From an optimization exercise on the open Yosys and OpenROAD flow, aimed at small area, a short achievable clock period and few clock cycles; shortcuts taken in it are not production practice. RTL that was checked went through simulation tests only; none was proved equivalent to the original. The RTL of runs 1, 2 and 5 was laid out without a check of its function. Power is estimated from default activity; no workload was simulated.

==> flow/config.mk <==
export PLATFORM = sky130hd
export DESIGN_NAME = doglink
export DESIGN_NICKNAME = doglink
export VERILOG_FILES = /design/flow/design.v
export SDC_FILE = /design/flow/constraint.sdc
export NUM_CORES = 4
export LEC_CHECK = 0
export CAP_MARGIN = 20
export CORE_MARGIN = 2
export CORE_UTILIZATION = 40
export SETUP_SLACK_MARGIN = 2.6
export SLEW_MARGIN = 20
export TNS_END_PERCENT = 5
==> flow/constraint.sdc <==
create_clock -name core_clock -period 5.0 [get_ports {clk}]
set_input_delay 1.0000 -clock core_clock [delete_from_list [all_inputs] [get_ports {clk}]]
set_output_delay 1.0000 -clock core_clock [all_outputs]
set_load 0.01 [all_outputs]
==> flow/design.v <==
module doglink (
    input  wire        clk,
    input  wire        rst,
    input  wire [31:0] ev_word,
    input  wire        ev_valid,
    output wire        ev_ready,
    output wire        out_valid,
    input  wire        out_ready,
    output wire [2:0]  out_kind,
    output wire [31:0] out_data
);
    localparam [2:0] K_FRAME   = 3'd1;
    localparam [2:0] K_FBYTE   = 3'd2;
    localparam [2:0] K_TXBYTE  = 3'd3;
    localparam [2:0] K_TXDONE  = 3'd4;
    localparam [2:0] K_TXABORT = 3'd5;
    localparam [2:0] K_RESULT  = 3'd6;
    localparam [1:0] WFS = 2'd0;
    localparam [1:0] WLH = 2'd1;
    localparam [1:0] WLL = 2'd2;
    localparam [1:0] RCV = 2'd3;
    wire [7:0]  op = ev_word[31:24];
    wire [15:0] A  = ev_word[23:8];
    wire [7:0]  D  = ev_word[7:0];
    wire az  = (A == 16'd0);
    wire azd = az && (D == 8'd0);
    wire i_rxb    = (op == 8'h01) && az;
    wire i_txack  = (op == 8'h02) && azd;
    wire i_tick   = (op == 8'h03) && azd;
    wire i_txld   = (op == 8'h10);
    wire i_txgo   = (op == 8'h11) && (D == 8'd0);
    wire i_keywr  = (op == 8'h20);
    wire i_cxor   = (op == 8'h21) && az;
    wire i_crst   = (op == 8'h22) && azd;
    wire i_ckclr  = (op == 8'h30) && azd;
    wire i_ckadd  = (op == 8'h31) && az;
    wire i_ckrd   = (op == 8'h32) && azd;
    wire i_ckchk  = (op == 8'h33) && az;
    wire i_stat   = (op == 8'h40) && azd;
    wire i_clrerr = (op == 8'h41) && azd;
    wire i_nop    = (op == 8'h00) && azd;
    wire i_ill    = !(i_rxb || i_txack || i_tick || i_txld || i_txgo || i_keywr ||
                      i_cxor || i_crst || i_ckclr || i_ckadd || i_ckrd ||
                      i_ckchk || i_stat || i_clrerr || i_nop);
    wire i_rng = i_keywr ? (A[15:5] != 11'd0) :
                 i_txgo  ? (az || A[15:7] != 9'd0 || (A[6] && A[5:0] != 6'd0)) :
                           (A[15:6] != 10'd0);
    localparam EW = 15 + 1 + 7 + 8;
    wire [EW-1:0] in_ev = {i_rxb, i_txack, i_tick, i_txld, i_txgo, i_keywr,
                           i_cxor, i_crst, i_ckclr, i_ckadd, i_ckrd, i_ckchk,
                           i_stat, i_clrerr, i_ill, i_rng, A[6:0], D};
    reg           ew_v, sk_v;
    reg  [EW-1:0] ew, sk;
    wire          fire;
    assign ev_ready = !sk_v;
    wire take    = ev_valid && !sk_v && !rst;
    wire ew_free = !ew_v || fire;
    always @(posedge clk) begin
        if (rst) begin
            ew_v <= 1'b0;
            sk_v <= 1'b0;
        end else if (ew_free) begin
            ew_v <= sk_v || take;
            sk_v <= 1'b0;
        end else if (take) begin
            sk_v <= 1'b1;
        end
    end
    always @(posedge clk) begin
        if (ew_free)
            ew <= sk_v ? sk : in_ev;
        if (!ew_free && !sk_v)
            sk <= in_ev;
    end
    wire is_rxb    = ew_v && ew[30];
    wire is_txack  = ew_v && ew[29];
    wire is_tick   = ew_v && ew[28];
    wire is_txld   = ew_v && ew[27];
    wire is_txgo   = ew_v && ew[26];
    wire is_keywr  = ew_v && ew[25];
    wire is_cxor   = ew_v && ew[24];
    wire is_crst   = ew_v && ew[23];
    wire is_ckclr  = ew_v && ew[22];
    wire is_ckadd  = ew_v && ew[21];
    wire is_ckrd   = ew_v && ew[20];
    wire is_ckchk  = ew_v && ew[19];
    wire is_stat   = ew_v && ew[18];
    wire is_clrerr = ew_v && ew[17];
    wire is_ill    = ew_v && ew[16];
    wire e_rng     = ew[15];
    wire [6:0] e_a = ew[14:8];
    wire [7:0] e_d = ew[7:0];
    reg  [1:0]  rx_phase;
    reg  [15:0] rx_rem;        
    reg         rx_rem_zero;
    reg  [6:0]  rx_len;        
    reg         rx_le64;
    reg  [7:0]  rx_sum;
    reg  [6:0]  rx_idx;        
    reg  [1:0]  rx_wdt;
    reg  [7:0]  rx_buf [0:63];
    reg         tx_phase;
    reg  [6:0]  tx_idx;
    reg  [6:0]  tx_len;
    reg  [1:0]  tx_wdt;
    reg  [1:0]  tx_res;
    reg  [7:0]  tx_buf [0:63];
    reg  [7:0]  key [0:31];
    reg  [4:0]  kidx;
    reg  [7:0]  ck_sum;
    reg         herr;
    reg  [2:0]  hcause;
    reg         dr_act;
    reg  [5:0]  dr_ptr;
    reg  [5:0]  dr_last;
    reg         dr_conf;       
    reg         r_v, h_v, s_v;
    reg  [18:0] r, h, s;       
    wire q_full  = r_v && h_v && s_v;
    wire rx_ckb  = (rx_phase == RCV) && rx_rem_zero;
    wire rx_body = (rx_phase == RCV) && !rx_rem_zero;
    wire ck_ok   = (e_d == ~rx_sum) && rx_le64;
    wire rec_poss = (is_rxb && rx_ckb) || ((is_txack || is_tick) && tx_phase) ||
                    is_txgo || is_cxor || is_ckrd || is_ckchk || is_stat;
    wire blocked  = (rec_poss && (dr_act || q_full)) || (is_rxb && rx_body && dr_conf);
    assign fire   = ew_v && !blocked;
    wire txgo_ok  = !tx_phase && !e_rng;
    wire tx_more  = (tx_idx != tx_len);
    wire [7:0] tx_rd  = tx_buf[tx_idx[5:0]];
    wire [7:0] key_rd = key[kidx];
    wire [7:0] rx_rd  = rx_buf[dr_ptr];
    wire [15:0] stat_w = {hcause, kidx, herr, 2'd0, tx_res, tx_phase, rx_phase};
    wire s_hdr   = is_rxb && rx_ckb && ck_ok;
    wire s_txb   = is_txack && tx_phase && tx_more;
    wire s_txd   = is_txack && tx_phase && !tx_more;
    wire s_abort = is_tick && tx_phase && (tx_wdt == 2'd1);
    wire s_txgo  = is_txgo && txgo_ok;
    wire x_rec   = s_hdr || s_txb || s_txd || s_abort || s_txgo ||
                   is_cxor || is_ckrd || is_ckchk || is_stat;
    wire [2:0] x_kind = ({3{s_hdr}}   & K_FRAME)  |
                        ({3{s_txb | s_txgo}} & K_TXBYTE) |
                        ({3{s_txd}}   & K_TXDONE) |
                        ({3{s_abort}} & K_TXABORT) |
                        ({3{is_cxor | is_ckrd | is_ckchk | is_stat}} & K_RESULT);
    wire [15:0] x_data = ({16{s_hdr}}   & {9'd0, rx_len}) |
                         ({16{s_txb}}   & {8'd0, tx_rd}) |
                         ({16{s_txgo}}  & {8'd0, tx_buf[0]}) |
                         ({16{is_cxor}} & {8'd0, key_rd ^ e_d}) |
                         ({16{is_ckrd}} & {8'd0, ~ck_sum}) |
                         ({16{is_ckchk}} & {15'd0, (e_d == ~ck_sum)}) |
                         ({16{is_stat}} & stat_w);
    wire        d_issue = dr_act && !q_full;
    wire        issue   = d_issue || (fire && x_rec);
    wire [18:0] n_rec   = dr_act ? {K_FBYTE, 8'd0, rx_rd} : {x_kind, x_data};
    wire deliver = h_v && out_ready;
    wire h_load  = !h_v || deliver;
    wire r_move  = r_v && (h_load || !s_v);    
    wire r_load  = !r_v || r_move;
    always @(posedge clk) begin
        if (rst) begin
            r_v <= 1'b0;
            h_v <= 1'b0;
            s_v <= 1'b0;
        end else begin
            if (r_load) r_v <= issue;
            if (h_load) begin
                h_v <= s_v || r_v;
                s_v <= s_v && r_v;
            end else if (r_v) begin
                s_v <= 1'b1;
            end
        end
    end
    always @(posedge clk) begin
        if (r_load)
            r <= n_rec;
        if (h_load)
            h <= s_v ? s : r;
        if (!s_v || h_load)
            s <= r;
    end
    assign out_valid = h_v;
    assign out_kind  = h[18:16];
    assign out_data  = {13'd0, h[15:13], 3'd0, h[12:0]};
    wire txld   = is_txld;
    wire err_raise = is_ill ||
                     (is_txld && (tx_phase || e_rng)) ||
                     (is_txgo && (tx_phase || e_rng)) ||
                     (is_keywr && e_rng);
    wire [2:0] err_code = is_txld  ? (tx_phase ? 3'd2 : 3'd3) :
                          is_txgo  ? (tx_phase ? 3'd4 : 3'd5) :
                          is_keywr ? 3'd6 : 3'd1;
    integer i;
    wire rx_we = is_rxb && rx_body && !dr_conf && !rx_idx[6];
    always @(posedge clk) begin
        for (i = 0; i < 64; i = i + 1)
            if (rx_we && rx_idx[5:0] == i)
                rx_buf[i] <= e_d;
    end
    wire [7:0] bw_d  = rst ? 8'd0 : e_d;
    wire tx_we  = is_txld && !tx_phase && !e_rng;
    wire key_we = is_keywr && !e_rng;
    always @(posedge clk) begin
        for (i = 0; i < 64; i = i + 1)
            if (rst || (tx_we && e_a[5:0] == i))
                tx_buf[i] <= bw_d;
        for (i = 0; i < 32; i = i + 1)
            if (rst || (key_we && e_a[4:0] == i))
                key[i] <= bw_d;
    end
    always @(posedge clk) begin
        if (rst) begin
            rx_phase    <= WFS;
            rx_rem      <= 16'd0;
            rx_rem_zero <= 1'b1;
            rx_len      <= 7'd0;
            rx_le64     <= 1'b1;
            rx_sum      <= 8'd0;
            rx_idx      <= 7'd0;
            rx_wdt      <= 2'd0;
            tx_phase    <= 1'b0;
            tx_idx      <= 7'd0;
            tx_len      <= 7'd0;
            tx_wdt      <= 2'd0;
            tx_res      <= 2'd0;
            kidx        <= 5'd0;
            ck_sum      <= 8'd0;
            herr        <= 1'b0;
            hcause      <= 3'd0;
            dr_act      <= 1'b0;
            dr_ptr      <= 6'd0;
            dr_last     <= 6'd0;
            dr_conf     <= 1'b0;
        end else begin
            dr_conf <= dr_act && ({1'b0, rx_idx[5:0]} + 7'd1 >= {1'b0, dr_ptr});
            if (d_issue) begin
                dr_ptr <= dr_ptr + 6'd1;
                if (dr_ptr == dr_last)
                    dr_act <= 1'b0;
            end
            if (fire) begin
                if (err_raise) begin
                    if (!herr) hcause <= err_code;
                    herr <= 1'b1;
                end else if (is_clrerr) begin
                    herr   <= 1'b0;
                    hcause <= 3'd0;
                end
                if (is_rxb) begin
                    case (rx_phase)
                        WFS: begin
                            if (e_d == 8'h7E) begin
                                rx_phase <= WLH;
                                rx_wdt   <= 2'd3;
                            end
                        end
                        WLH: begin
                            rx_rem[15:8] <= e_d;
                            rx_phase     <= WLL;
                            rx_wdt       <= 2'd3;
                        end
                        WLL: begin
                            rx_rem[7:0] <= e_d;
                            rx_rem_zero <= (rx_rem[15:8] == 8'd0) && (e_d == 8'd0);
                            rx_le64     <= (rx_rem[15:8] == 8'd0) && (e_d <= 8'd64);
                            rx_len      <= e_d[6:0];
                            rx_sum      <= 8'd0;
                            rx_idx      <= 7'd0;
                            rx_phase    <= RCV;
                            rx_wdt      <= 2'd3;
                        end
                        RCV: begin
                            if (!rx_rem_zero) begin
                                if (!rx_idx[6]) rx_idx <= rx_idx + 7'd1;
                                rx_sum      <= rx_sum + e_d;
                                rx_rem      <= rx_rem - 16'd1;
                                rx_rem_zero <= (rx_rem == 16'd1);
                                rx_wdt      <= 2'd3;
                            end else begin
                                rx_phase <= WFS;
                                rx_wdt   <= 2'd0;
                                if (ck_ok && rx_len != 7'd0) begin
                                    dr_act  <= 1'b1;
                                    dr_ptr  <= 6'd0;
                                    dr_last <= rx_len[5:0] - 6'd1;
                                end
                            end
                        end
                    endcase
                end
                if (is_tick) begin
                    if (rx_phase != WFS) begin
                        rx_wdt <= rx_wdt - 2'd1;
                        if (rx_wdt == 2'd1) rx_phase <= WFS;
                    end
                    if (tx_phase) begin
                        tx_wdt <= tx_wdt - 2'd1;
                        if (tx_wdt == 2'd1) begin
                            tx_phase <= 1'b0;
                            tx_res   <= 2'd2;
                        end
                    end
                end
                if (is_txack && tx_phase) begin
                    if (tx_more) begin
                        tx_idx <= tx_idx + 7'd1;
                        tx_wdt <= 2'd2;
                    end else begin
                        tx_phase <= 1'b0;
                        tx_res   <= 2'd1;
                        tx_wdt   <= 2'd0;
                    end
                end
                if (is_txgo && txgo_ok) begin
                    tx_len   <= e_a;
                    tx_idx   <= 7'd1;
                    tx_res   <= 2'd0;
                    tx_phase <= 1'b1;
                    tx_wdt   <= 2'd2;
                end
                if (is_cxor)  kidx <= kidx + 5'd1;
                if (is_crst)  kidx <= 5'd0;
                if (is_ckclr) ck_sum <= 8'd0;
                if (is_ckadd) ck_sum <= ck_sum + e_d;
            end
        end
    end
endmodule
==> flow/run.sh <==
#!/bin/bash
# synth_recipe.tcl (not shown) runs the flow's synth.tcl, then flattens the netlist and writes it again
# the make line also repeats each setting of config.mk as NAME=value (left out here)
make -C /OpenROAD-flow-scripts/flow DESIGN_CONFIG=/design/flow/config.mk WORK_HOME=/design/flow/orfs CLKGATE_MAP_FILE= SYNTH_SCRIPT=/design/flow/synth_recipe.tcl finish
==> flow_metrics.tcl, run 1 <==
set metrics [dict create \
    hold_viol 0 \
    max_freq_ghz 0.3002 \
    synthesis.area_um2 60400 \
    synth_edf_count 1399 \
    leakage_nw 25.57 \
    vdd_drop_max_mv 0.3771 \
    clock_sinks 1498 \
    place_area_um2 64330 \
    worstSkewPairLatency_ps 800 \
    drc 0 \
    grt_max_degree 112 \
    pwr_density_cell_nw_per_um2 358.6 \
    rows 142 \
    yosysTopAreaCellShare 0.6956 \
    cts_tree "done" \
    fin_ws_ps 1669 \
    port_buffers 56 \
    io-pin-count 73 \
    crit_type "register to register" \
    async_reset_ff_frac 0 \
    fin_hold_ws_ps 444.5 \
    final_antenna_net_count 0 \
    dr.pass1.iters 8 \
    comb_power_share 0.028 \
    worstMarginPinSlew_ps 1251 \
    path_max_fanout 7 \
    p_sw_mw 5.788 \
    slew_viol_final 0 \
    grt_overflow_total 0 \
    fin_setup_tns_ps 0 \
    finalClockSkew_ps 34.48 \
    drive_gt1_frac 0.2309 \
    rr_worst_depth 10 \
    status "complete, no violations" \
    cap_violations 0 \
    synth-seq-cells 1498 \
    cp-start-kind "register" \
    grt_pass1_wl_um 325200 \
    core_area_um2 150000 \
    cts_max_level 4 \
    synth.area.top_cells "edfxtp_1 70%, a22oi_1 4.5%, dfxtp_1 3.3%" \
    dp_slack_ps 610.7 \
    critPathRequiredTime_ps 5540 \
    groute.usage.overall 0.3046 \
    finalSetupViolCount 0 \
    ys_types 86 \
    worst-endpoint-arrival_ps 3870 \
    internal_power_mw 20.56 \
    timing.rr.start "tx_idx[1]$_SDFFE_PP0P_" \
    crit_path_start "tx_idx[1]$_SDFFE_PP0P_" \
    switching_share 0.2197 \
    grt_pass1_vias 40250 \
    clk_pin_slew_ps 60 \
    crit_path_end_kind "register" \
    relSlewSlack 0.1659 \
    antenna_found_initial 11 \
    wl_per_cell_um 35.98 \
    hold_class "register to register" \
    fillers 12870 \
    die_h_um 392.6 \
    synth_area_leader_cell "edfxtp_1" \
    crit_end "r[6]$_DFFE_PP_" \
    ys_warn_count 4 \
    via_per_inst 6.464 \
    r2r-end "r[6]$_DFFE_PP_" \
    vias 42920 \
    ys_dominant_reg_cell "edfxtp_1" \
    fin_nets 4589 \
    place_inst 6167 \
    rrSetupSlack_ps 1670 \
    root_buffer "clkbuf_16" \
    wirelength_um 238900 \
    syn_area_per_cell_um2 14.74 \
    post-route-util 0.4899 \
    cts_max_path_buffers 3 \
    initial_core_util 0.4028 \
    rsz0062_at_grt "true" \
    post-route-cell-area_um2 73460 \
    pwr-share-clk 0.429 \
    yosysSeqAreaShare 0.7284 \
    dp_hpwl_um 156200 \
    die_x_um 392.6 \
    syn_to_final_growth_pct 21.64 \
    syn_inst 4098 \
    post-route-min-period_ps 3331 \
    cts_hold_buf 0 \
    die-area_um2 154100 \
    drt_iter0_drc 6810 \
    seq_power_share 0.543 \
    instances_no_fill 6639 \
    cts_buffers 156 \
    regArea_um2 44070 \
    multi_input_area_um2 17590 \
    finalPower_mw 26.35 \
    fin_crit_sh 0.6662 \
    globalplace.congestion 1.087 \
]
## synthesized netlist by cell type, drive strengths merged (6+ instances only)
cell and n:
o22ai 10, o31ai 11, nor2 311, nor3b 8
o2111ai 8, a32o 11, or3 10, a211oi 26
o211ai 16, o21a 9, mux2 66, a2111oi 15
a21o 111, xor2 23, dfxtp 99, ha 48
clkbuf 136, buf 71, mux2i 32, or2 11
a221oi 60, a21oi 103, a31oi 35, nand3b 23
a32oi 64, or4 9, edfxtp 1399, nand3 121
a222oi 11, a22o 57, and3 53, nand2 241
a311oi 6, nor2b 36, xnor2 27, nor4 37
and2 23, a22oi 359, nand4 88, nand2b 24
o21ai 71, or3b 10, inv 50, nor3 83
## cell usage in the layout (no fill, tap or decap), types with 37 or more instances in the layout
cell type	count
clkbuf_16	159
inv_1	38
nand4_1	88
o21ai_0	62
a32oi_1	61
clkbuf_1	38
and3_1	45
dfxtp_1	78
nor2_1	207
a22o_1	56
a21oi_1	95
nand2_1	231
buf_4	292
nor3_1	66
a22oi_1	330
buf_6	43
nor2_2	67
mux2_2	64
a21o_1	104
nand3_1	109
nor2_4	37
edfxtp_1	1399
## repair_timing
action	CTS	global route
cloned	7	3
gates resized for setup	430	151
endpoints found under the setup margin	1832	1643
pin swaps	83	57
buffers inserted	134	50
## critical path, cell delays in order (launching register included)
cell,delay (ps)
dfxtp_4,370
ha_4,210
buf_4,150
nand3_1,200
nor2_1,170
buf_4,230
a22oi_1,520
nand4_1,240
or4_4,590
a221oi_2,250
a32oi_1,120
## kinds of logic after synthesis
group / after synthesis / share of synthesized area
muxes: 99 / 0.01798
adders and majority gates: 51 / 0.01077
xor gates and xnor gates: 50 / 0.007251
AOI/OAI and AO/OA: 1030 / 0.1270
and+or+nand+nor: 1108 / 0.09024
buffers and inverters: 261 / 0.01825
other: 1 / 0.00006209
DFF: 1498 / 0.7284
## metal layers
| layer | up-vias | track usage | routed length (um) |
|---|---|---|---|
| li1 | 17250 | - | - |
| met1 | 21570 | 0.3869 | 86840 |
| met2 | 3287 | 0.4668 | 106600 |
| met3 | 800 | 0.08041 | 27480 |
| met4 | 4 | 0.1861 | 17920 |
| met5 | - | 0 | 21 |
## sequential cells by signal (all words and copies together) (netlist names), 16 cells and up
register  count
rx_buf      512
s            19
sk           31
h            19
rx_rem       16
tx_buf      512
ew           31
r            19
key         256
## how the worst min path moves through the flow
stage | start | end | slack, ps | cells after the start
6_report | r[6]$_DFFE_PP_ | s[6]$_DFFE_PP_ | 440 | 0
4_1_cts | r[5]$_DFFE_PP_ | s[5]$_DFFE_PP_ | 450 | 0
2_1_floorplan | r[0]$_DFFE_PP_ | s[0]$_DFFE_PP_ | 420 | 0
3_5_place_dp | r[14]$_SDFFCE_PP0P_ | s[14]$_DFFE_PP_ | 440 | 0
3_3_place_gp | r[5]$_DFFE_PP_ | s[5]$_DFFE_PP_ | 430 | 0
5_1_grt | ev_word[5] | sk[5]$_DFFE_PP_ | 440 | 1
## cell type report
type / count / area share
clock inverters: 76 / 0.01010
well taps: 2016 / 0.03434
multi-input cells: 2357 / 0.2394
flip-flops and latches: 1498 / 0.5998
clock buffers: 200 / 0.05651
diodes: 2 / 0.00006813
repair buffers: 435 / 0.05651
repair inverters: 1 / 0.00006813
inverters: 54 / 0.003134
## power by group through the flow
stage          sequential [mW]  clock [mW]  combinational, mW
2_1_floorplan             14.5           0              0.287
3_3_place_gp              14.6           0              0.650
3_5_place_dp              14.6           0              0.656
4_1_cts                   14.3        11.3              0.708
5_1_grt                   14.3        11.9              0.747
6_report                  14.3        11.3              0.727
==> inputs of run 2 (changes only) <==
--- a/flow/config.mk
+++ b/flow/config.mk
@@ -10,4 +10,4 @@
 export CORE_UTILIZATION = 40
-export SETUP_SLACK_MARGIN = 2.6
+export SETUP_SLACK_MARGIN = 2.2
 export SLEW_MARGIN = 20
-export TNS_END_PERCENT = 5
+export TNS_END_PERCENT = 0
==> flow_metrics.tcl, run 2 <==
set metrics [dict create \
    grt_most_used_layer "met2" \
    use_met1 0.3785 \
    syn_to_final_growth_pct 18.63 \
    pwr_density_cell_nw_per_um2 373.0 \
    relSlewSlack 0.1440 \
    slew_viol_final 0 \
    vdd_drop_max_mv 0.3090 \
    cap_violations 0 \
    synthesis.area_um2 60400 \
    grt_pass1_wl_um 312300 \
    final_cell_mix "1,399 x edfxtp_1, 339 x a22oi_1, 249 x buf_4" \
    cts_tree "done" \
    cp_cell_sequence "ha_4, nor2b_4, buf_6, and2_4, a222oi_1, o2111ai_2, a2111oi_4, buf_4, xnor2_1, nand2_1, a32oi_1" \
    leakage_nw 24.77 \
    post-route-min-period_ps 3333 \
    finalSetupViolCount 0 \
    grt_pass1_vias 39310 \
    antenna_found_initial 10 \
    synth.area.top_cells "edfxtp_1 70%, a22oi_1 4.5%, dfxtp_1 3.3%" \
    synth_common_cells "1,399 x edfxtp_1, 359 x a22oi_1, 311 x nor2_1" \
    groute.usage.overall 0.2918 \
    die-area_um2 154100 \
    wirelength_um 228400 \
    yosysMostFrequentCell "edfxtp_1" \
    drt_iter0_drc 7187 \
    final_antenna_net_count 0 \
    ys_warn_count 4 \
    slowest_delay_ps 830 \
    regArea_um2 44040 \
    fillers 12980 \
    die_x_um 392.6 \
    root_buffer "clkbuf_16" \
    vias 42230 \
    cts_hold_buf 0 \
    cp-start-kind "register" \
    hold_class "register to register" \
    drc 0 \
    crit_path_end_kind "register" \
    synth-seq-cells 1498 \
    ys_dominant_reg_cell "edfxtp_1" \
    finalClockSkew_ps 38.31 \
    initial_core_util 0.4028 \
    path_max_fanout 7 \
    fin_hold_ws_ps 453.9 \
    hold_viol 0 \
    layout_commonest_cell "edfxtp_1" \
    cpMaxStageDelayCell "a222oi_1" \
    fin_crit_sh 0.6665 \
    rows 142 \
    grt_overflow_total 0 \
    worstMarginPinSlew_ps 1284 \
    die_h_um 392.6 \
    ys_types 86 \
    max_freq_ghz 0.3001 \
    multi_input_area_um2 16700 \
    fin_ws_ps 1667 \
    critPathRequiredTime_ps 5660 \
    fin_setup_tns_ps 0 \
    clk_pin_slew_ps 70 \
    port_buffers 56 \
    synth_edf_count 1399 \
    globalplace.congestion 1.028 \
    cts_max_path_buffers 3 \
    syn_inst 4098 \
    core_area_um2 150000 \
    grt_max_degree 92 \
    clock_sinks 1498 \
    met2_usage 0.4490 \
    wl_per_cell_um 34.82 \
    yosysSeqAreaShare 0.7284 \
    dp_hpwl_um 151300 \
    status "complete, no violations" \
    via_per_inst 6.438 \
    async_reset_ff_frac 0 \
    cts_buffers 158 \
    drive_gt1_frac 0.1935 \
    io-pin-count 73 \
    dp_slack_ps 883.5 \
    worst-path-buf-inv 2 \
    worst-endpoint-arrival_ps 3990 \
    rsz0062_at_grt "true" \
    critPathTopFamily "compound AO/OA/AOI/OAI gates" \
    yosysTopAreaCellShare 0.6956 \
    crit_type "register to register" \
    rrSetupSlack_ps 1670 \
    dr.pass1.iters 7 \
    syn_area_per_cell_um2 14.74 \
    place_inst 6182 \
    fin_nets 4499 \
    use_met3 0.07514 \
    synth_area_leader_cell "edfxtp_1" \
    worstSkewPairLatency_ps 830 \
    cts_max_level 4 \
    instances_no_fill 6560 \
    reg_top3 "rx_buf (512), tx_buf (512), key (256)" \
]
run 2: cell counts after synthesis:
Identical to the previous run, type by type.
run 2: worst reg2reg max path, stage by stage, from the launching register on:
cell,delay (ps)
dfxtp_4,370
ha_4,190
nor2b_4,190
buf_6,170
and2_4,200
a222oi_1,830
o2111ai_2,290
a2111oi_4,250
buf_4,180
xnor2_1,150
nand2_1,130
a32oi_1,210
run 2: where the power goes:
part           switching, mW  internal [mW]
clock network           5.22           6.54
logic                  0.554          0.125
registers              0.154           14.1
run 2: metrics by stage:
| stage | power [mW] | cell area (um^2) | util |
|---|---|---|---|
| final | 26.72 | 71650 | 0.4778 |
| after global placement | 15.19 | 64310 | 0.4289 |
| after CTS | 26.73 | 71410 | 0.4762 |
| after floorplan | 14.78 | 60490 | - |
| after global routing | 27.27 | 71640 | 0.4778 |
| after detailed placement | 15.20 | 64370 | 0.4293 |
run 2: layout make-up:
class | count | share of cell area
clock inverters | 94 | 0.01462
repair buffers | 347 | 0.04228
clock buffers | 195 | 0.05712
diodes | 2 | 0.00006985
multi-input cells | 2354 | 0.2330
inverters | 54 | 0.002969
flip-flops and latches | 1498 | 0.6147
well taps | 2016 | 0.03521
run 2: per-layer routing:
layer	up-vias	part of all wire
met3	684	0.12
met1	21150	0.36
li1	17070	-
met2	3314	0.45
met4	12	0.065
met5	-	0.00030
run 2: repair_timing:
item,in CTS,in global routing
pin swaps,45,15
gates resized for setup,307,45
endpoints found under the setup margin,927,1172
setup buffers,79,6
gates cloned,2,0
run 2: cells by family (layout without fill, tap and decap cells):
family / count (synthesis) / count (layout) / share of synthesized area
flip-flops: 1498 / 1498 / 0.7284
AND/OR/NAND/NOR: 1108 / 1108 / 0.09024
AO/OA/AOI/OAI: 1030 / 1030 / 0.1270
buffers and inverters: 261 / 690 / 0.01825
multiplexers: 99 / 99 / 0.01798
adder cells (fa/ha/maj): 51 / 51 / 0.01077
XOR/XNOR: 50 / 50 / 0.007251
other: 1 / 18 / 0.00006209
run 2: path summary, 6_finish.rpt:
kind / start / endpoint / depth (start not counted)
hold reg to reg: r[6]$_DFFE_PP_ / s[6]$_DFFE_PP_ / 0
setup / recovery: kidx[0]$_SDFFE_PP0P_ / r[6]$_DFFE_PP_ / 11
setup reg to reg: kidx[0]$_SDFFE_PP0P_ / r[6]$_DFFE_PP_ / 11
hold / removal: r[6]$_DFFE_PP_ / s[6]$_DFFE_PP_ / 0
==> inputs of run 3 (changes only) <==
--- a/flow/design.v
+++ b/flow/design.v
@@ -54,3 +54,5 @@
     wire          fire;
-    assign ev_ready = !sk_v;
+    integer       i;
+    reg           rdy;        
+    assign ev_ready = rdy;
     wire take    = ev_valid && !sk_v && !rst;
@@ -61,2 +63,3 @@
             sk_v <= 1'b0;
+            rdy  <= 1'b1;
         end else if (ew_free) begin
@@ -64,4 +67,6 @@
             sk_v <= 1'b0;
+            rdy  <= 1'b1;
         end else if (take) begin
             sk_v <= 1'b1;
+            rdy  <= 1'b0;
         end
@@ -116,5 +121,8 @@
     reg         dr_conf;       
-    reg         r_v, h_v, s_v;
-    reg  [18:0] r, h, s;       
-    wire q_full  = r_v && h_v && s_v;
+    reg         r_v, h_v;
+    reg  [19:0] r;             
+    reg  [31:0] r_part;        
+    reg  [18:0] h;             
+    wire h_load  = !h_v || out_ready;
+    wire r_load  = !r_v || h_load;
     wire rx_ckb  = (rx_phase == RCV) && rx_rem_zero;
@@ -124,3 +132,3 @@
                     is_txgo || is_cxor || is_ckrd || is_ckchk || is_stat;
-    wire blocked  = (rec_poss && (dr_act || q_full)) || (is_rxb && rx_body && dr_conf);
+    wire blocked  = (rec_poss && (dr_act || !r_load)) || (is_rxb && rx_body && dr_conf);
     assign fire   = ew_v && !blocked;
@@ -128,6 +136,2 @@
     wire tx_more  = (tx_idx != tx_len);
-    wire [7:0] tx_rd  = tx_buf[tx_idx[5:0]];
-    wire [7:0] key_rd = key[kidx];
-    wire [7:0] rx_rd  = rx_buf[dr_ptr];
-    wire [15:0] stat_w = {hcause, kidx, herr, 2'd0, tx_res, tx_phase, rx_phase};
     wire s_hdr   = is_rxb && rx_ckb && ck_ok;
@@ -139,2 +143,20 @@
                    is_cxor || is_ckrd || is_ckchk || is_stat;
+    wire u_rx  = dr_act;
+    wire u_tx  = !dr_act && is_txack;
+    wire u_key = !dr_act && is_cxor;
+    wire use_rd = dr_act || s_txb || is_cxor;
+    reg  [7:0] part [0:3];
+    integer g;
+    always @(*) begin
+        for (g = 0; g < 4; g = g + 1) begin
+            part[g] = 8'd0;
+            for (i = 0; i < 16; i = i + 1) begin
+                part[g] = part[g] | ({8{u_rx && dr_ptr == 16*g+i}} & rx_buf[16*g+i]);
+                part[g] = part[g] | ({8{u_tx && tx_idx[5:0] == 16*g+i}} & tx_buf[16*g+i]);
+            end
+            for (i = 0; i < 8; i = i + 1)
+                part[g] = part[g] | ({8{u_key && kidx == 8*g+i}} & key[8*g+i]);
+        end
+    end
+    wire [15:0] stat_w = {hcause, kidx, herr, 2'd0, tx_res, tx_phase, rx_phase};
     wire [2:0] x_kind = ({3{s_hdr}}   & K_FRAME)  |
@@ -145,5 +167,4 @@
     wire [15:0] x_data = ({16{s_hdr}}   & {9'd0, rx_len}) |
-                         ({16{s_txb}}   & {8'd0, tx_rd}) |
                          ({16{s_txgo}}  & {8'd0, tx_buf[0]}) |
-                         ({16{is_cxor}} & {8'd0, key_rd ^ e_d}) |
+                         ({16{is_cxor}} & {8'd0, e_d}) |
                          ({16{is_ckrd}} & {8'd0, ~ck_sum}) |
@@ -151,9 +172,7 @@
                          ({16{is_stat}} & stat_w);
-    wire        d_issue = dr_act && !q_full;
+    wire        d_issue = dr_act && r_load;
     wire        issue   = d_issue || (fire && x_rec);
-    wire [18:0] n_rec   = dr_act ? {K_FBYTE, 8'd0, rx_rd} : {x_kind, x_data};
-    wire deliver = h_v && out_ready;
-    wire h_load  = !h_v || deliver;
-    wire r_move  = r_v && (h_load || !s_v);    
-    wire r_load  = !r_v || r_move;
+    wire [19:0] n_rec   = dr_act ? {1'b1, K_FBYTE, 16'd0}
+                                 : {use_rd, x_kind, x_data};
+    wire [31:0] n_part  = {part[3], part[2], part[1], part[0]};
     always @(posedge clk) begin
@@ -162,20 +181,15 @@
             h_v <= 1'b0;
-            s_v <= 1'b0;
         end else begin
             if (r_load) r_v <= issue;
-            if (h_load) begin
-                h_v <= s_v || r_v;
-                s_v <= s_v && r_v;
-            end else if (r_v) begin
-                s_v <= 1'b1;
-            end
+            if (h_load) h_v <= r_v;
         end
     end
+    wire [7:0]  r_rd = r[19] ? (r_part[7:0] | r_part[15:8] | r_part[23:16] | r_part[31:24])
+                             : 8'd0;
     always @(posedge clk) begin
-        if (r_load)
-            r <= n_rec;
-        if (h_load)
-            h <= s_v ? s : r;
-        if (!s_v || h_load)
-            s <= r;
+        if (r_load) begin
+            r      <= n_rec;
+            r_part <= n_part;
+        end
+        if (h_load) h <= {r[18:8], r[7:0] ^ r_rd};
     end
@@ -184,3 +198,2 @@
     assign out_data  = {13'd0, h[15:13], 3'd0, h[12:0]};
-    wire txld   = is_txld;
     wire err_raise = is_ill ||
@@ -192,3 +205,2 @@
                           is_keywr ? 3'd6 : 3'd1;
-    integer i;
     wire rx_we = is_rxb && rx_body && !dr_conf && !rx_idx[6];
--- a/flow/config.mk
+++ b/flow/config.mk
@@ -9,5 +9,5 @@
 export CORE_MARGIN = 2
-export CORE_UTILIZATION = 40
-export SETUP_SLACK_MARGIN = 2.2
+export CORE_UTILIZATION = 55
+export SETUP_SLACK_MARGIN = 2.4
 export SLEW_MARGIN = 20
-export TNS_END_PERCENT = 0
+export TNS_END_PERCENT = 30
==> flow_metrics.tcl, run 3 <==
set metrics [dict create \
    hold_class "register to register" \
    fin_crit_sh 0.5698 \
    cp_common_cell "nand2_1" \
    synth_fa_ha_area_frac 0.01065 \
    cp_cell_sequence "nand2b_1, nor3_2, nand2_1, nand2_1" \
    grt_overflow_total 0 \
    fin_nets 4469 \
    die-area_um2 112000 \
    grt_max_degree 97 \
    synth.area.top_cells "edfxtp_1 71%, a22oi_1 4.4%, dfxtp_1 3.3%" \
    rsz0062_at_grt "true" \
    leakage_nw 24.03 \
    dp_hpwl_um 122400 \
    grt_pass1_wl_um 278700 \
    cts_max_path_buffers 3 \
    core_area_um2 108700 \
    vdd_drop_max_mv 0.2867 \
    cap_violations 0 \
    relSlewSlack 0.1471 \
    slowest_delay_ps 780 \
    synth-seq-cells 1512 \
    ys_dominant_reg_cell "edfxtp_1" \
    instances_no_fill 5911 \
    fin_setup_tns_ps 0 \
    synth_top_family_by_area "compound AO/OA/AOI/OAI gates" \
    regArea_um2 44470 \
    syn_to_final_growth_pct 19.02 \
    via_per_inst 6.804 \
    synthesis.area_um2 60140 \
    drt_iter0_drc 6029 \
    rows 121 \
    globalplace.congestion 0.8942 \
    critPathRequiredTime_ps 5400 \
    pwr_density_cell_nw_per_um2 365.4 \
    max_freq_ghz 0.3510 \
    rrSetupSlack_ps 2150 \
    port_buffers 56 \
    worstSkewPairLatency_ps 770 \
    wirelength_um 198600 \
    final_antenna_net_count 0 \
    finalSetupViolCount 0 \
    synth_area_leader_cell "edfxtp_1" \
    path_max_fanout 9 \
    status "complete, no violations" \
    antenna_found_initial 5 \
    place_inst 5458 \
    root_buffer "clkbuf_16" \
    crit_path_end_kind "register" \
    yosys.area_share.simple 0.08526 \
    cts_max_level 4 \
    yosysTopAreaCellShare 0.7055 \
    worst-endpoint-arrival_ps 3250 \
    cts_tree "done" \
    reg_top3 "rx_buf (512), tx_buf (512), key (256)" \
    drive_gt1_frac 0.1944 \
    initial_core_util 0.5533 \
    synth_edf_count 1413 \
    synth_common_cells "1,413 x edfxtp_1, 353 x a22oi_1, 347 x nand2_1" \
    synthMuxAreaShare 0.01600 \
    hold_viol 0 \
    post-route-min-period_ps 2849 \
    yosysMostFrequentCell "edfxtp_1" \
    clock_sinks 1512 \
    slew_viol_final 0 \
    grt_pass1_vias 38260 \
    finalPower_mw 26.15 \
    io-pin-count 73 \
    finalClockSkew_ps 29.36 \
    ys_types 85 \
    groute.usage.overall 0.3510 \
    synth-xor-area-share 0.007427 \
    crit_type "register to register" \
    post-route-util 0.6585 \
    vias 40220 \
    syn_area_per_cell_um2 14.73 \
    dr.pass1.iters 8 \
    worstMarginPinSlew_ps 1263 \
    syn_inst 4082 \
    multi_input_area_um2 16220 \
    final_cell_mix "1,413 x edfxtp_1, 346 x a22oi_1, 329 x nand2_1" \
    cts_buffers 153 \
    yosysSeqAreaShare 0.7385 \
    synth_compound_area_frac 0.1229 \
    ys_warn_count 5 \
    drc 0 \
    fillers 7679 \
    wl_per_cell_um 33.61 \
    cpMaxStageDelayCell "nor3_2" \
    die_x_um 334.7 \
    layout_commonest_cell "edfxtp_1" \
    cts_hold_buf 0 \
    die_h_um 334.7 \
    async_reset_ff_frac 0 \
    clk_pin_slew_ps 60 \
    cp-start-kind "register" \
]
## run 3: metal layers
metal	GRT usage	routed length [um]
met5	0.009119	167
met4	0.1311	7761
met3	0.07535	22640
met2	0.5457	91920
met1	0.4903	76160
## run 3: worst max-delay path: cells and delay by family (launching register included)
kind | cells | cell delay [ps]
flip-flops | 1 | 620
AND/OR/NAND/NOR | 4 | 1850
## run 3: where the power goes
part           switching, mW  internal (mW)
combinational          0.557          0.166
clock                   4.77           6.28
sequential             0.127           14.2
## run 3: logic make-up (layout without fill, tap and decap cells)
kind of cell,count (synthesis),in the layout
fa+ha+maj,50,50
mux,84,84
flops,1512,1512
simple gates,1076,1079
compound gates,1025,1025
other cells,1,18
xor+xnor,51,51
buf+inv,283,678
## run 3: what timing repair did
item,in CTS,in global routing
pin swaps,80,24
gates cloned,9,3
setup endpoints to repair,1504,1081
resized for setup,396,41
setup buffers,138,33
## run 3: area by class of cell
cell class / count / area share
multi-input cells: 2305 / 0.2265
flip-flops and latches: 1512 / 0.6212
repair buffers: 369 / 0.05877
clock buffers: 201 / 0.05836
inverters: 42 / 0.002570
clock inverters: 66 / 0.007778
diodes: 2 / 0.00006992
well taps: 1414 / 0.02472
## run 3: metrics by stage
step	setup slack (ps)	hold WS, ps	instance area, um^2
floorplan	765.4	400.3	60300
global placement	1415	403.6	62770
detailed placement	1398	404.5	62800
CTS	2207	418.8	70870
global route	2155	427.0	71580
finish	2151	416.4	71580
## run 3: path summary, 6_finish.rpt
check | depth (start not counted) | endpoint | start
worst max-delay path | 4 | key[8][5]$_DFFE_PP_ | ew[10]$_DFFE_PP_
worst min-delay path | 0 | h[18]$_DFFE_PP_ | r[18]$_SDFFCE_PP0N_
worst max register to register | 4 | key[8][5]$_DFFE_PP_ | ew[10]$_DFFE_PP_
worst min register to register | 0 | h[18]$_DFFE_PP_ | r[18]$_SDFFCE_PP0N_
Testbench counts of run 3, summed over its fixed seeds: cycles 33,630.
==> inputs of run 4 (changes only) <==
--- a/flow/config.mk
+++ b/flow/config.mk
@@ -9,5 +9,5 @@
 export CORE_MARGIN = 2
-export CORE_UTILIZATION = 55
-export SETUP_SLACK_MARGIN = 2.4
+export CORE_UTILIZATION = 40
+export SETUP_SLACK_MARGIN = 2.6
 export SLEW_MARGIN = 20
-export TNS_END_PERCENT = 30
+export TNS_END_PERCENT = 10
==> flow_metrics.tcl, run 4 <==
set metrics [dict create \
    worstSkewPairLatency_ps 800 \
    drive_gt1_frac 0.2260 \
    seq_power_share 0.546 \
    rsz0062_at_grt "true" \
    core_area_um2 149600 \
    ys_types 85 \
    pwr-share-clk 0.425 \
    fin_nets 4511 \
    wl_per_cell_um 30.23 \
    status "complete, no violations" \
    max_freq_ghz 0.3659 \
    fin_crit_sh 0.5466 \
    ys_dominant_reg_cell "edfxtp_1" \
    initial_core_util 0.4020 \
    hp-start "r[14]$_SDFFCE_PP0N_" \
    switching_share 0.2128 \
    clk_pin_slew_ps 60 \
    dp_hpwl_um 117100 \
    grt_pass1_vias 38110 \
    port_buffers 56 \
    hold_class "register to register" \
    syn_area_per_cell_um2 14.73 \
    synth-seq-cells 1512 \
    dr.pass1.iters 8 \
    hold_viol 0 \
    finalClockSkew_ps 28.43 \
    met2_usage 0.3886 \
    post-route-cell-area_um2 73380 \
    wirelength_um 198400 \
    die_x_um 391.8 \
    relSlewSlack 0.1997 \
    clock_sinks 1512 \
    cts_max_path_buffers 3 \
    async_reset_ff_frac 0 \
    yosysTopAreaCellShare 0.7055 \
    cap_violations 0 \
    grt_pass1_wl_um 276900 \
    reg_top3 "rx_buf (512), tx_buf (512), key (256)" \
    drt_iter0_drc 5938 \
    pwr_density_cell_nw_per_um2 358.5 \
    syn_inst 4082 \
    layout_commonest_cell "edfxtp_1" \
    cts_hold_buf 0 \
    comb_power_share 0.029 \
    io-pin-count 73 \
    synth_common_cells "1,413 x edfxtp_1, 353 x a22oi_1, 347 x nand2_1" \
    leakage_nw 24.53 \
    use_met1 0.3356 \
    critPathRequiredTime_ps 5470 \
    vias 40760 \
    post-route-min-period_ps 2733 \
    fillers 12590 \
    final_cell_mix "1,413 x edfxtp_1, 333 x a22oi_1, 295 x nand2_1" \
    crit_type "register to register" \
    worst-endpoint-arrival_ps 3200 \
    antenna_found_initial 7 \
    synth_area_leader_cell "edfxtp_1" \
    groute.usage.overall 0.2498 \
    grt_max_degree 98 \
    cts_tree "done" \
    yosysSeqAreaShare 0.7385 \
    slew_viol_final 0 \
    finalSetupViolCount 0 \
    p_sw_mw 5.597 \
    fin_setup_tns_ps 0 \
    syn_to_final_growth_pct 22.01 \
    grt_overflow_total 0 \
    vdd_drop_max_mv 0.3551 \
    ys_warn_count 5 \
    internal_power_mw 20.71 \
    use_met3 0.05424 \
    rows 142 \
    timing.rr.start "tx_idx[1]$_SDFFE_PP0P_" \
    path_max_fanout 16 \
    grt_most_used_layer "met2" \
    crit_path_start "tx_idx[1]$_SDFFE_PP0P_" \
    worstMarginPinSlew_ps 1185 \
    cp-start-kind "register" \
    cts_buffers 152 \
    die_h_um 391.8 \
    synth_edf_count 1413 \
    synthesis.area_um2 60140 \
    root_buffer "clkbuf_16" \
    post-route-util 0.4905 \
    final_antenna_net_count 0 \
    place_area_um2 63430 \
    synth.area.top_cells "edfxtp_1 71%, a22oi_1 4.4%, dfxtp_1 3.3%" \
    globalplace.congestion 0.9157 \
    finalPower_mw 26.30 \
    die-area_um2 153500 \
    drc 0 \
    cts_max_level 4 \
    via_per_inst 6.212 \
    yosysMostFrequentCell "edfxtp_1" \
    crit_path_end_kind "register" \
]
==> run 4: cell counts after synthesis <==
Identical to the previous run, type by type.
==> run 4: timing repair <==
action,4_1_cts,5_1_grt
pin swaps,89,59
setup endpoints to repair,1864,1757
setup buffers,149,67
gates resized for setup,444,198
gates cloned,13,9
==> run 4: cell families after synthesis <==
family | share of synthesized area
fa+ha+maj | 0.01065
compound gates | 0.1229
xor+xnor | 0.007427
mux | 0.01600
simple gates | 0.08526
other cells | 0.00006235
buf+inv | 0.01927
flops | 0.7385
==> run 4: layer usage <==
metal	vias up	routed length, um
li1	17010	-
met1	20520	75480
met2	2727	91220
met3	502	21690
met4	8	9935
met5	-	54
==> run 4: layout make-up <==
class / count / area [um^2] / area share
antenna: 1 / 2.502 / 0.00003410
clock buffer: 197 / 4014 / 0.05470
clock inverter: 77 / 789.5 / 0.01076
inverter: 42 / 183.9 / 0.002507
multi-input combinational: 2308 / 16820 / 0.2292
sequential: 1512 / 44470 / 0.6061
tap: 2016 / 2522 / 0.03438
timing repair buffer: 409 / 4571 / 0.06229
==> run 4: power groups by stage <==
stage	logic, mW	clock network, mW	registers [mW]
2_1_floorplan	0.310	0	14.6
3_3_place_gp	0.673	0	14.6
3_5_place_dp	0.682	0	14.6
4_1_cts	0.711	11.2	14.4
5_1_grt	0.802	11.7	14.4
6_report	0.764	11.2	14.4
==> run 4: through the flow <==
step | setup slack (ps) | hold WS [ps] | std cells
after floorplan | 765.4 | 400.3 | 4097
after global placement | 1359 | 403.6 | 6047
after detailed placement | 1324 | 412.7 | 6047
after CTS | 2297 | 428.9 | 6483
after global routing | 2267 | 436.0 | 6561
final | 2267 | 430.1 | 6562
==> run 4: worst paths after layout <==
check                              end  slack (ps)  cells past startpoint
setup / recovery  r_part[22]$_DFFE_PN_        2270                      8
hold / removal         h[14]$_DFFE_PP_         430                      0
setup reg to reg  r_part[22]$_DFFE_PN_        2270                      8
hold reg to reg        h[14]$_DFFE_PP_         430                      0
==> run 4: worst max-delay path, stage by stage, from the launching register on <==
cell	delay [ps]
dfxtp_4	390
inv_2	80
ha_4	250
buf_4	250
a22o_1	200
a221oi_1	410
a21oi_1	100
o31ai_1	430
nand4_1	290
==> inputs of run 5 (changes only) <==
--- a/flow/design.v
+++ b/flow/design.v
@@ -63,3 +63,2 @@
             sk_v <= 1'b0;
-            rdy  <= 1'b1;
         end else if (ew_free) begin
@@ -67,7 +66,6 @@
             sk_v <= 1'b0;
-            rdy  <= 1'b1;
         end else if (take) begin
             sk_v <= 1'b1;
-            rdy  <= 1'b0;
         end
+        rdy <= rst || ew_free || (rdy && !take);
     end
@@ -124,3 +122,3 @@
     reg  [31:0] r_part;        
-    reg  [18:0] h;             
+    reg  [18:0] h, ho;         
     wire h_load  = !h_v || out_ready;
@@ -177,2 +175,5 @@
     wire [31:0] n_part  = {part[3], part[2], part[1], part[0]};
+    wire [7:0]  r_rd = r[19] ? (r_part[7:0] | r_part[15:8] | r_part[23:16] | r_part[31:24])
+                             : 8'd0;
+    wire [18:0] h_new = {r[18:8], r[7:0] ^ r_rd};
     always @(posedge clk) begin
@@ -180,11 +181,8 @@
             r_v <= 1'b0;
-            h_v <= 1'b0;
         end else begin
             if (r_load) r_v <= issue;
-            if (h_load) h_v <= r_v;
         end
-    end
-    wire [7:0]  r_rd = r[19] ? (r_part[7:0] | r_part[15:8] | r_part[23:16] | r_part[31:24])
-                             : 8'd0;
-    always @(posedge clk) begin
+        h_v <= !rst && (r_v || (h_v && !out_ready));
+        if (h_load) h <= h_new;
+        ho  <= rst ? 19'd0 : h_load ? h_new : h;
         if (r_load) begin
@@ -193,7 +191,6 @@
         end
-        if (h_load) h <= {r[18:8], r[7:0] ^ r_rd};
     end
     assign out_valid = h_v;
-    assign out_kind  = h[18:16];
-    assign out_data  = {13'd0, h[15:13], 3'd0, h[12:0]};
+    assign out_kind  = ho[18:16];
+    assign out_data  = {13'd0, ho[15:13], 3'd0, ho[12:0]};
     wire err_raise = is_ill ||
--- a/flow/config.mk
+++ b/flow/config.mk
@@ -10,2 +10,4 @@
 export CORE_UTILIZATION = 40
+export CTS_CLUSTER_DIAMETER = 200
+export CTS_CLUSTER_SIZE = 20
 export SETUP_SLACK_MARGIN = 2.6
==> flow_metrics.tcl, run 5 <==
set metrics [dict create \
    status "complete, no violations" \
    layout_commonest_cell "edfxtp_1" \
    hold_depth 2 \
    reg_top3 "rx_buf (512), tx_buf (512), key (256)" \
    ys_types 86 \
    cts_buffers 86 \
    r2r-end "r_part[4]$_DFFE_PN_" \
    yosysMostFrequentCell "edfxtp_1" \
    finalSetupViolCount 0 \
    rr_worst_depth 9 \
    rsz0062_at_grt "true" \
    finalClockSkew_ps 29.54 \
    drt_iter0_drc 5910 \
    relSlewSlack 0.1899 \
    synthesis.area_um2 60360 \
    die_x_um 392.5 \
    slew_viol_final 0 \
    grt_pass1_wl_um 279600 \
    ys_dominant_reg_cell "edfxtp_1" \
    cap_violations 0 \
    pwr_density_cell_nw_per_um2 316.9 \
    port_buffers 56 \
    initial_core_util 0.4030 \
    critPathRequiredTime_ps 5470 \
    die-area_um2 154000 \
    max_freq_ghz 0.3627 \
    fillers 12650 \
    syn_area_per_cell_um2 14.61 \
    io-pin-count 73 \
    syn_to_final_growth_pct 18.15 \
    synth-seq-cells 1531 \
    antenna_found_initial 5 \
    worstSkewPairLatency_ps 730 \
    globalplace.congestion 0.9101 \
    cts_max_level 3 \
    wirelength_um 198100 \
    drc 0 \
    hold_viol 0 \
    synth.area.top_cells "edfxtp_1 69%, dfxtp_1 4.5%, a22oi_1 4.0%" \
    hold_class "register to register" \
    fin_setup_tns_ps 0 \
    fin_nets 4476 \
    vias 40210 \
    cts_max_path_buffers 3 \
    syn_inst 4130 \
    worstMarginPinSlew_ps 1199 \
    async_reset_ff_frac 0 \
    grt_overflow_total 0 \
    synth_area_leader_cell "edfxtp_1" \
    yosysTopAreaCellShare 0.6935 \
    ys_warn_count 5 \
    yosysSeqAreaShare 0.7390 \
    dr.pass1.iters 9 \
    drive_gt1_frac 0.2075 \
    core_area_um2 149800 \
    groute.usage.overall 0.2515 \
    final_cell_mix "1,394 x edfxtp_1, 340 x nand2_1, 303 x a22oi_1" \
    crit_type "register to register" \
    wl_per_cell_um 30.74 \
    clk_pin_slew_ps 80 \
    synth_edf_count 1394 \
    path_max_fanout 8 \
    fin_ws_ps 2243 \
    grt_pass1_vias 38030 \
    fin_crit_sh 0.5514 \
    cp-start-kind "register" \
    rows 142 \
    cts_tree "done" \
    clock_sinks 1531 \
    via_per_inst 6.238 \
    vdd_drop_max_mv 0.2559 \
    hp-start "h[15]$_DFF_P_" \
    root_buffer "clkbuf_16" \
    holdPathEnd "h[15]$_DFF_P_" \
    rrSetupSlack_ps 2240 \
    grt_max_degree 97 \
    die_h_um 392.5 \
    dp_hpwl_um 118800 \
    final_antenna_net_count 0 \
    crit_path_start "dr_ptr[2]$_SDFF_PP0_" \
    post-route-min-period_ps 2757 \
    post-route-util 0.4762 \
    dp_slack_ps 1209 \
    timing.rr.start "dr_ptr[2]$_SDFF_PP0_" \
    synth_common_cells "1,394 x edfxtp_1, 385 x nand2_1, 320 x a22oi_1" \
    crit_path_end_kind "register" \
    worst-endpoint-arrival_ps 3230 \
    leakage_nw 23.55 \
]
run 5: changes by cell type after synthesis, sizes merged, moves of 11 or more:
cell    delta
a222oi    +21
nand2     +38
dfxtp     +38
clkbuf    +22
nor2b     +11
a21oi     +12
edfxtp    -19
buf       -23
nor4      -11
a22oi     -33
xnor2     -18
a211oi    +11
a221oi    +16
xor2      +18
run 5: cells by family (layout without fill, tap and decap cells):
| family | Yosys count | after routing | share of synthesized area |
|---|---|---|---|
| AO/OA/AOI/OAI | 1053 | 1054 | 0.1263 |
| XOR/XNOR | 51 | 51 | 0.007400 |
| adder cells (fa/ha/maj) | 50 | 50 | 0.01061 |
| buffers and inverters | 283 | 560 | 0.01888 |
| flip-flops | 1531 | 1531 | 0.7390 |
| multiplexers | 65 | 65 | 0.01202 |
| other | 1 | 17 | 0.00006213 |
| AND/OR/NAND/NOR | 1096 | 1101 | 0.08574 |
run 5: area by class of cell:
class | instances | area (um^2) | area share
Clock buffer | 118 | 2272 | 0.03186
Tap cell | 2016 | 2522 | 0.03537
Timing Repair Buffer | 391 | 4373 | 0.06132
Inverter | 43 | 183.9 | 0.002579
Sequential cell | 1531 | 44650 | 0.6261
Antenna cell | 1 | 2.502 | 0.00003509
Clock inverter | 8 | 106.4 | 0.001491
Multi-Input combinational cell | 2337 | 17200 | 0.2412
run 5: worst max path at each step:
stage,endpoint,cells past startpoint
3_3_place_gp,dr_last[1]$_SDFFE_PP0P_,7
6_report,r_part[4]$_DFFE_PN_,9
3_5_place_dp,dr_last[0]$_SDFFE_PP0P_,7
4_1_cts,tx_buf[17][6]$_DFFE_PP_,3
2_1_floorplan,sk[0]$_DFFE_PP_,5
5_1_grt,ck_sum[4]$_SDFFE_PP0P_,6
run 5: what timing repair did:
action | in CTS | in global routing
buffers inserted | 178 | 29
hold buffers | 0 | 0
resized for setup | 591 | 101
pin swaps | 167 | 33
gates cloned | 13 | 2
setup endpoints to repair | 1834 | 1714
run 5: report_power, final:
part	leakage, nW	switching [mW]	internal (mW)
combinational	7.66	0.580	0.190
sequential	14.8	0.131	14.4
clock	1.15	4.14	3.21
run 5: worst max-delay path: stages, from the launching register on:
cell and delay [ps]:
dfxtp_4 390, buf_4 160, nand4b_1 130, buf_4 230, nor2_1 70, buf_4 200
a22oi_1 160, nand4_1 490, a211oi_2 540, nand3_1 130
run 5: per-layer routing:
layer  vias up  global-route usage  share of wire
met2      2408              0.3936           0.46
met5         -                   0        0.00050
li1      16900                   -              -
met1     20510              0.3468           0.39
met4        14              0.1083          0.046
met3       382             0.04193           0.10
run 5: per-stage QoR:
step	std cells	hold WS [ps]	power, mW	cell area (um^2)
after global placement	6093	419.5	15.45	63650
after detailed placement	6093	427.3	15.47	63670
after global routing	6444	453.8	23.11	71310
after CTS	6410	448.9	22.61	70580
after floorplan	4145	410.4	15.10	60580
final	6445	443.5	22.60	71320

## afterwards: timing with drivers on the ports
The flow's constraints put no driver on any port. The routed layouts listed below were extracted and timed again, unchanged, in two steps. Step 1 (the two cells are an assumption about what drives the block):
set clk [get_ports {clk}]
set_driving_cell -lib_cell sky130_fd_sc_hd__clkbuf_16 $clk
set_driving_cell -lib_cell sky130_fd_sc_hd__buf_2 [delete_from_list [all_inputs] $clk]
Step 2, shift: input delay + t, output delay - t, t = (earliest + latest rising clock arrival at the registers) / 2. This alone moves slack from input paths to output paths. a / b / c = ideal ports / drivers / drivers and shift; a / b = the first two.
run	t (ns)	slack for setup (ns)	latest minus earliest clock arrival (ns)	worst slew at a driven data input, ns
run 1	0.871	1.669 / 1.669 / 1.600	0.045 / 0.044	0.08
run 2	0.895	1.667 / 1.667 / 1.293	0.049 / 0.049	0.13
run 3	0.836	2.151 / 2.151 / 1.584	0.030 / 0.030	0.05
run 4	0.863	2.267 / 2.259 / 1.759	0.033 / 0.033	0.04
run 5	0.793	2.243 / 2.243 / 1.597	0.032 / 0.032	0.06
After both steps setup and hold are still met in every run listed. For run 5, which loses most, drivers alone change the setup slack by 0.000 ns; drivers and shift together by -0.646 ns.
